This is an optimization exercise on Yosys and OpenROAD, whose aim is small area, a short achievable clock period and few clock cycles per item, not a production implementation.
At most, simulation tests tie the RTL to the original design; equivalence was not proved.

==> 12-16 <==
## yrc_pix2x2
module yrc_pix2x2 (
    input  wire        clk,
    input  wire        rst,         
    input  wire        in_valid,
    output wire        in_ready,
    input  wire [31:0] in_y,        
    input  wire [7:0]  in_v,
    input  wire [7:0]  in_u,
    output reg         out_valid,
    input  wire        out_ready,
    output reg  [95:0] out_rgb,     
    output reg  [31:0] out_gray     
);
==> flow/config.mk <==
export PLATFORM = sky130hd
export DESIGN_NAME = yrc_pix2x2
export DESIGN_NICKNAME = yrc_pix2x2
export VERILOG_FILES = /design/flow/design.v
export SDC_FILE = /design/flow/constraint.sdc
export NUM_CORES = 4
export LEC_CHECK = 0
export CAP_MARGIN = 20
export CORE_MARGIN = 2
export CORE_UTILIZATION = 40
export SLEW_MARGIN = 20
==> flow/constraint.sdc <==
create_clock -name core_clock -period 22.0 [get_ports {clk}]
set_input_delay 4.4000 -clock core_clock [delete_from_list [all_inputs] [get_ports {clk}]]
set_output_delay 4.4000 -clock core_clock [all_outputs]
set_load 0.01 [all_outputs]
standard.sh (not shown) runs the stock make flow with config.mk's settings and CLKGATE_MAP_FILE= SYNTH_SCRIPT=/design/flow/synth_recipe.tcl, a recipe that flattens the netlist after the stock synthesis.
==> flow/flow/run.sh <==
#!/bin/bash
# Standard layout with two changes:
#  - between synthesis and floorplan, flow/invpush.py removes inverters around
#    full-adder cells in the synthesized netlist (a full adder is self-dual),
#    keeping every register as synthesized;
#  - the port buffers that global placement inserts are buf_2 cells.
set -euo pipefail
R=orfs/results/${FLOW_PLATFORM}/yrc_pix2x2/base
bash standard.sh synth > synth.log 2>&1
cp $R/1_2_yosys.v $R/1_2_yosys_std.v
python3 flow/invpush.py $R/1_2_yosys_std.v $R/1_2_yosys.v > invpush.log 2>&1
# rebuild the synthesis database from the edited netlist, then lay it out
rm -f $R/1_synth.odb $R/1_synth.sdc
bash standard.sh finish "BUFFER_PORTS_ARGS=-buffer_cell sky130_fd_sc_hd__buf_2" > layout.log 2>&1
Other scripts of this flow, unchanged in this note and not shown: flow/flow/invpush.py
==> 05-04: changes against 12-16 <==
--- a/flow/design.v
+++ b/flow/design.v
@@ -222,51 +222,51 @@
     wire t211 = t84 ^ t183;
     wire t212 = t86 ^ t161;
     wire t213 = t88 ^ t185;
     wire t214 = t90 ^ t145;
     wire t215 = t92 ^ t187;
     wire t216 = t94 ^ t163;
     wire t217 = t96 ^ t189;
-    wire t218 = t51 | cg[0];
+    wire t218 = t51 ^ cg[0];
     wire t219 = t51 & cg[0];
-    wire t220 = t191 | cg[1];
+    wire t220 = t191 ^ cg[1];
     wire t221 = t191 & cg[1];
-    wire t222 = t192 | cg[2];
+    wire t222 = t192 ^ cg[2];
     wire t223 = t192 & cg[2];
-    wire t224 = t193 | cg[3];
+    wire t224 = t193 ^ cg[3];
     wire t225 = t193 & cg[3];
-    wire t226 = t194 | cg[4];
+    wire t226 = t194 ^ cg[4];
     wire t227 = t194 & cg[4];
-    wire t228 = t195 | cg[5];
+    wire t228 = t195 ^ cg[5];
     wire t229 = t195 & cg[5];
-    wire t230 = t196 | cg[6];
+    wire t230 = t196 ^ cg[6];
     wire t231 = t196 & cg[6];
-    wire t232 = t197 | cg[7];
+    wire t232 = t197 ^ cg[7];
     wire t233 = t197 & cg[7];
-    wire t234 = t198 | cg[8];
+    wire t234 = t198 ^ cg[8];
     wire t235 = t198 & cg[8];
-    wire t236 = t199 | cg[9];
+    wire t236 = t199 ^ cg[9];
     wire t237 = t199 & cg[9];
-    wire t238 = t200 | cg[10];
+    wire t238 = t200 ^ cg[10];
     wire t239 = t200 & cg[10];
-    wire t240 = t201 | cg[11];
+    wire t240 = t201 ^ cg[11];
     wire t241 = t201 & cg[11];
-    wire t242 = t202 | cg[12];
+    wire t242 = t202 ^ cg[12];
     wire t243 = t202 & cg[12];
-    wire t244 = t203 | cg[13];
+    wire t244 = t203 ^ cg[13];
     wire t245 = t203 & cg[13];
-    wire t246 = t204 | cg[14];
+    wire t246 = t204 ^ cg[14];
     wire t247 = t204 & cg[14];
-    wire t248 = t205 | cg[15];
+    wire t248 = t205 ^ cg[15];
     wire t249 = t205 & cg[15];
-    wire t250 = t206 | cg[16];
+    wire t250 = t206 ^ cg[16];
     wire t251 = t206 & cg[16];
-    wire t252 = t207 | cg[17];
+    wire t252 = t207 ^ cg[17];
     wire t253 = t207 & cg[17];
-    wire t254 = t208 | cg[18];
+    wire t254 = t208 ^ cg[18];
     wire t255 = t208 & cg[18];
     wire t256 = t209 ^ cg[19];
     wire t257 = t209 & cg[19];
     wire t258 = t210 ^ cg[20];
     wire t259 = t210 & cg[20];
     wire t260 = t211 ^ cg[21];
     wire t261 = t211 & cg[21];
@@ -386,31 +386,31 @@
     wire t375 = t262 ^ t340;
     wire t376 = t264 ^ t364;
     wire t377 = t266 ^ t324;
     wire t378 = t268 ^ t366;
     wire t379 = t270 ^ t342;
     wire t380 = t272 ^ t368;
     wire t381 = cg[28] ^ t330;
-    wire t382 = t200 | cr[0];
+    wire t382 = t200 ^ cr[0];
     wire t383 = t200 & cr[0];
-    wire t384 = t201 | cr[1];
+    wire t384 = t201 ^ cr[1];
     wire t385 = t201 & cr[1];
-    wire t386 = t202 | cr[2];
+    wire t386 = t202 ^ cr[2];
     wire t387 = t202 & cr[2];
-    wire t388 = t203 | cr[3];
+    wire t388 = t203 ^ cr[3];
     wire t389 = t203 & cr[3];
-    wire t390 = t204 | cr[4];
+    wire t390 = t204 ^ cr[4];
     wire t391 = t204 & cr[4];
-    wire t392 = t205 | cr[5];
+    wire t392 = t205 ^ cr[5];
     wire t393 = t205 & cr[5];
-    wire t394 = t206 | cr[6];
+    wire t394 = t206 ^ cr[6];
     wire t395 = t206 & cr[6];
-    wire t396 = t207 | cr[7];
+    wire t396 = t207 ^ cr[7];
     wire t397 = t207 & cr[7];
-    wire t398 = t208 | cr[8];
+    wire t398 = t208 ^ cr[8];
     wire t399 = t208 & cr[8];
     wire t400 = t209 ^ cr[9];
     wire t401 = t209 & cr[9];
     wire t402 = t210 ^ cr[10];
     wire t403 = t210 & cr[10];
     wire t404 = t211 ^ cr[11];
     wire t405 = t211 & cr[11];
@@ -498,31 +498,31 @@
     wire t487 = t408 ^ t475;
     wire t488 = t410 ^ t461;
     wire t489 = t412 ^ t477;
     wire t490 = t414 ^ t451;
     wire t491 = t416 ^ t479;
     wire t492 = cr[17] ^ t463;
     wire t493 = cr[17] ^ t481;
-    wire t494 = t200 | cb[0];
+    wire t494 = t200 ^ cb[0];
     wire t495 = t200 & cb[0];
-    wire t496 = t201 | cb[1];
+    wire t496 = t201 ^ cb[1];
     wire t497 = t201 & cb[1];
-    wire t498 = t202 | cb[2];
+    wire t498 = t202 ^ cb[2];
     wire t499 = t202 & cb[2];
-    wire t500 = t203 | cb[3];
+    wire t500 = t203 ^ cb[3];
     wire t501 = t203 & cb[3];
-    wire t502 = t204 | cb[4];
+    wire t502 = t204 ^ cb[4];
     wire t503 = t204 & cb[4];
-    wire t504 = t205 | cb[5];
+    wire t504 = t205 ^ cb[5];
     wire t505 = t205 & cb[5];
-    wire t506 = t206 | cb[6];
+    wire t506 = t206 ^ cb[6];
     wire t507 = t206 & cb[6];
-    wire t508 = t207 | cb[7];
+    wire t508 = t207 ^ cb[7];
     wire t509 = t207 & cb[7];
-    wire t510 = t208 | cb[8];
+    wire t510 = t208 ^ cb[8];
     wire t511 = t208 & cb[8];
     wire t512 = t209 ^ cb[9];
     wire t513 = t209 & cb[9];
     wire t514 = t210 ^ cb[10];
     wire t515 = t210 & cb[10];
     wire t516 = t211 ^ cb[11];
     wire t517 = t211 & cb[11];
@@ -690,19 +690,19 @@
     wire c60 = ~((~c24 & ~v[3]) | (~c24 & ~c25) | (~v[3] & ~c25));
     wire c61 = ~(~c26 ^ v[4] ^ c27);
     wire c62 = ~((~c26 & ~v[4]) | (~c26 & ~c27) | (~v[4] & ~c27));
     wire c63 = ~(~nv[6] ^ nv[7] ^ v[5]);
     wire c64 = ~((~nv[6] & ~nv[7]) | (~nv[6] & ~v[5]) | (~nv[7] & ~v[5]));
     wire c65 = ~v[6];
     wire c66 = ~v[1];
-    wire c67 = v[0] | c28;
+    wire c67 = v[0] ^ c28;
     wire c68 = v[0] & c28;
-    wire c69 = v[2] | c29;
+    wire c69 = v[2] ^ c29;
     wire c70 = v[2] & c29;
-    wire c71 = c30 | c31;
+    wire c71 = c30 ^ c31;
     wire c72 = c30 & c31;
     wire c73 = c32 ^ c33;
     wire c74 = c32 & c33;
     wire c75 = c34 ^ c35;
     wire c76 = c34 & c35;
     wire c77 = c36 ^ c37;
     wire c78 = c36 & c37;
@@ -883,29 +883,29 @@
     wire c253 = ~u[7];
     wire c254 = ~u[1];
     wire c255 = ~u[2];
     wire c256 = ~u[3];
     wire c257 = ~u[4];
     wire c258 = ~u[5];
     wire c259 = ~u[6];
-    wire c260 = nu[0] | c222;
+    wire c260 = nu[0] ^ c222;
     wire c261 = nu[0] & c222;
-    wire c262 = u[2] | c223;
+    wire c262 = u[2] ^ c223;
     wire c263 = u[2] & c223;
-    wire c264 = c224 | c225;
+    wire c264 = c224 ^ c225;
     wire c265 = c224 & c225;
-    wire c266 = c226 | c227;
+    wire c266 = c226 ^ c227;
     wire c267 = c226 & c227;
-    wire c268 = c228 | c229;
+    wire c268 = c228 ^ c229;
     wire c269 = c228 & c229;
-    wire c270 = c230 | c231;
+    wire c270 = c230 ^ c231;
     wire c271 = c230 & c231;
-    wire c272 = c232 | c233;
+    wire c272 = c232 ^ c233;
     wire c273 = c232 & c233;
-    wire c274 = c234 | c235;
+    wire c274 = c234 ^ c235;
     wire c275 = c234 & c235;
     wire c276 = c236 ^ c237;
     wire c277 = c236 & c237;
     wire c278 = c238 ^ c239;
     wire c279 = c238 & c239;
     wire c280 = c240 ^ c241;
     wire c281 = c240 & c241;
@@ -1600,41 +1600,41 @@
     wire t226 = ~(~t186 ^ t152 ^ t187);
     wire t227 = ~((~t186 & ~t152) | (~t186 & ~t187) | (~t152 & ~t187));
     wire t228 = ~(~t188 ^ t154 ^ t189);
     wire t229 = ~((~t188 & ~t154) | (~t188 & ~t189) | (~t154 & ~t189));
     wire t230 = ~(~t190 ^ g[7] ^ t191);
     wire t231 = ~((~t190 & ~g[7]) | (~t190 & ~t191) | (~g[7] & ~t191));
     wire t232 = ~r[7];
-    wire t233 = r[0] | g[0];
+    wire t233 = r[0] ^ g[0];
     wire t234 = r[0] & g[0];
-    wire t235 = g[1] | t192;
+    wire t235 = g[1] ^ t192;
     wire t236 = g[1] & t192;
-    wire t237 = t193 | t194;
+    wire t237 = t193 ^ t194;
     wire t238 = t193 & t194;
-    wire t239 = t195 | t196;
+    wire t239 = t195 ^ t196;
     wire t240 = t195 & t196;
-    wire t241 = t197 | t198;
+    wire t241 = t197 ^ t198;
     wire t242 = t197 & t198;
-    wire t243 = t199 | t200;
+    wire t243 = t199 ^ t200;
     wire t244 = t199 & t200;
-    wire t245 = t201 | t202;
+    wire t245 = t201 ^ t202;
     wire t246 = t201 & t202;
-    wire t247 = t203 | t204;
+    wire t247 = t203 ^ t204;
     wire t248 = t203 & t204;
-    wire t249 = t205 | t206;
+    wire t249 = t205 ^ t206;
     wire t250 = t205 & t206;
-    wire t251 = t207 | t208;
+    wire t251 = t207 ^ t208;
     wire t252 = t207 & t208;
-    wire t253 = t209 | t210;
+    wire t253 = t209 ^ t210;
     wire t254 = t209 & t210;
-    wire t255 = t211 | t212;
+    wire t255 = t211 ^ t212;
     wire t256 = t211 & t212;
-    wire t257 = t213 | t214;
+    wire t257 = t213 ^ t214;
     wire t258 = t213 & t214;
-    wire t259 = t215 | t216;
+    wire t259 = t215 ^ t216;
     wire t260 = t215 & t216;
     wire t261 = t217 ^ t218;
     wire t262 = t217 & t218;
     wire t263 = t219 ^ t220;
     wire t264 = t219 & t220;
     wire t265 = t221 ^ t222;
     wire t266 = t221 & t222;
@@ -1740,70 +1740,80 @@
     input  wire [7:0]  in_u,
     output reg         out_valid,
     input  wire        out_ready,
     output reg  [95:0] out_rgb,     
     output reg  [31:0] out_gray     
 );
     wire adv = !out_valid || out_ready;
-    reg        sk_valid;
-    reg [47:0] sk;
-    reg        s1_valid, s2_valid;
-    reg [47:0] s1;
-    reg [127:0] s2;    
-    assign in_ready = !sk_valid;
-    wire in_fire = in_valid && !sk_valid;
+    reg  [1:0]  cnt;                
+    reg         full;               
+    reg  [47:0] f0, f1;             
+    reg         s1_valid, s2_valid;
+    reg  [97:0] s1;                 
+    reg  [127:0] s2;                
+    assign in_ready = !full;
+    wire push = in_valid && !full;
+    wire pop  = adv && (cnt != 2'd0);
+    wire [31:0] yl_in;
+    genvar k;
+    generate
+        for (k = 0; k < 4; k = k + 1) begin : yin
+            assign yl_in[8*k +: 8] = (in_y[8*k+4 +: 4] == 4'd0) ? 8'd0
+                                   : {in_y[8*k+4 +: 4] - 4'd1, in_y[8*k +: 4]};
+        end
+    endgenerate
+    wire [47:0] blk_in = {in_u, in_v, yl_in};
     always @(posedge clk) begin
         if (rst) begin
-            sk_valid  <= 1'b0;
+            cnt       <= 2'd0;
+            full      <= 1'b0;
             s1_valid  <= 1'b0;
             s2_valid  <= 1'b0;
             out_valid <= 1'b0;
         end else begin
+            cnt  <= cnt + {1'b0, push} - {1'b0, pop};
+            full <= (cnt + {1'b0, push} - {1'b0, pop}) == 2'd2;
             if (adv) begin
-                sk_valid  <= 1'b0;
-                s1_valid  <= sk_valid || in_fire;
+                s1_valid  <= cnt != 2'd0;
                 s2_valid  <= s1_valid;
                 out_valid <= s2_valid;
-            end else if (in_fire) begin
-                sk_valid  <= 1'b1;
             end
         end
     end
     always @(posedge clk) begin
-        if (!sk_valid) sk <= {in_u, in_v, in_y};
+        if (cnt == 2'd0 || pop) f0 <= full ? f1 : blk_in;
+        if (!full)              f1 <= blk_in;
     end
-    wire [7:0]  y_v = s1[39:32];
-    wire [7:0]  y_u = s1[47:40];
+    wire [7:0]  h_v = f0[39:32];
+    wire [7:0]  h_u = f0[47:40];
     wire [17:0] cr;
     wire [28:0] cg;
     wire [18:0] cb;
-    yrc_chroma u_chroma (.v(y_v), .u(y_u), .nv(~y_v), .nu(~y_u), .cr(cr), .cg(cg), .cb(cb));
+    yrc_chroma u_chroma (.v(h_v), .u(h_u), .nv(~h_v), .nu(~h_u), .cr(cr), .cg(cg), .cb(cb));
+    wire [17:0] s1_cr = s1[49:32];
+    wire [28:0] s1_cg = s1[78:50];
+    wire [18:0] s1_cb = s1[97:79];
     wire [127:0] sums;
     wire [95:0]  rgb;
     wire [31:0]  gray;
-    wire [47:0] blk = sk_valid ? sk : {in_u, in_v, in_y};
-    wire [31:0] yl;
-    genvar k;
     generate
         for (k = 0; k < 4; k = k + 1) begin : px
-            assign yl[8*k +: 8] = (blk[8*k+4 +: 4] == 4'd0) ? 8'd0
-                                : {blk[8*k+4 +: 4] - 4'd1, blk[8*k +: 4]};
             yrc_yuv_px u_yuv (
-                .yl(s1[8*k +: 8]), .cr(cr), .cg(cg), .cb(cb),
+                .yl(s1[8*k +: 8]), .cr(s1_cr), .cg(s1_cg), .cb(s1_cb),
                 .rs(sums[32*k +: 11]), .gs(sums[32*k+11 +: 10]), .bs(sums[32*k+21 +: 11])
             );
             yrc_gray_px u_gray (
                 .rs(s2[32*k +: 11]), .gs(s2[32*k+11 +: 10]), .bs(s2[32*k+21 +: 11]),
                 .r(rgb[24*k +: 8]), .g(rgb[24*k+8 +: 8]), .b(rgb[24*k+16 +: 8]),
                 .gray(gray[8*k +: 8])
             );
         end
     endgenerate
     always @(posedge clk) begin
         if (adv) begin
-            s1       <= {blk[47:32], yl};
+            s1       <= {cb, cg, cr, f0[31:0]};
             s2       <= sums;
             out_rgb  <= rgb;
             out_gray <= gray;
         end
     end
 endmodule
==> summary.txt <==
quantity	12-16	05-04
Maximum single-stage delay on the critical path	0.73 ns	0.62 ns
End-of-flow core utilization	44.6%	44.5%
Flop-to-flop setup slack	13.80 ns	15.51 ns
Filler cell count	9370	10400
Via count of the first global-routing pass	28000	28800
Area taken by multi-input logic gates	28500 µm²	29600 µm²
Startpoint of the most critical register-to-register path	s1[41]$_DFFE_PP_	s2[73]$_DFFE_PN_
Critical path buffer and inverter count	1	3
Final nets	4881	5179
Fin cells	5108	5357
Outcome	complete, no violations	complete, no violations
Pin count of the biggest net entering global routing	81	167
Met2 WL	48400 µm	51500 µm
Net Count, Synth	4669	4953
Testbench counts of 05-04, summed over its fixed seeds: cycles 8,016, items 8,000.
No functional check of the RTL was part of 12-16.

## port drivers added, routing unchanged
No port has a modelled driver above. Below, the same layouts with a new extraction and two added sets of constraints.
Step 1: set_driving_cell puts a clkbuf_16 on clk and a buf_2 on each other input, an assumption about the parent block.
Step 2 moves the port delays by t, midway between the first and last clock arrival at a register: inputs arrive t later, outputs are due t later. That takes back most of the time a late clock gives input paths.
Slacks: ideal ports / drivers / drivers and shift; pairs: ideal ports / drivers.
run | t (ns) | slack for setup (ns) | worst setup path after step 2
12-16 | 0.684 | 13.795 / 13.795 / 13.795 | register to register
05-04 | 0.716 | 15.185 / 15.116 / 15.305 | input to register
After both steps every run listed still meets setup and hold.
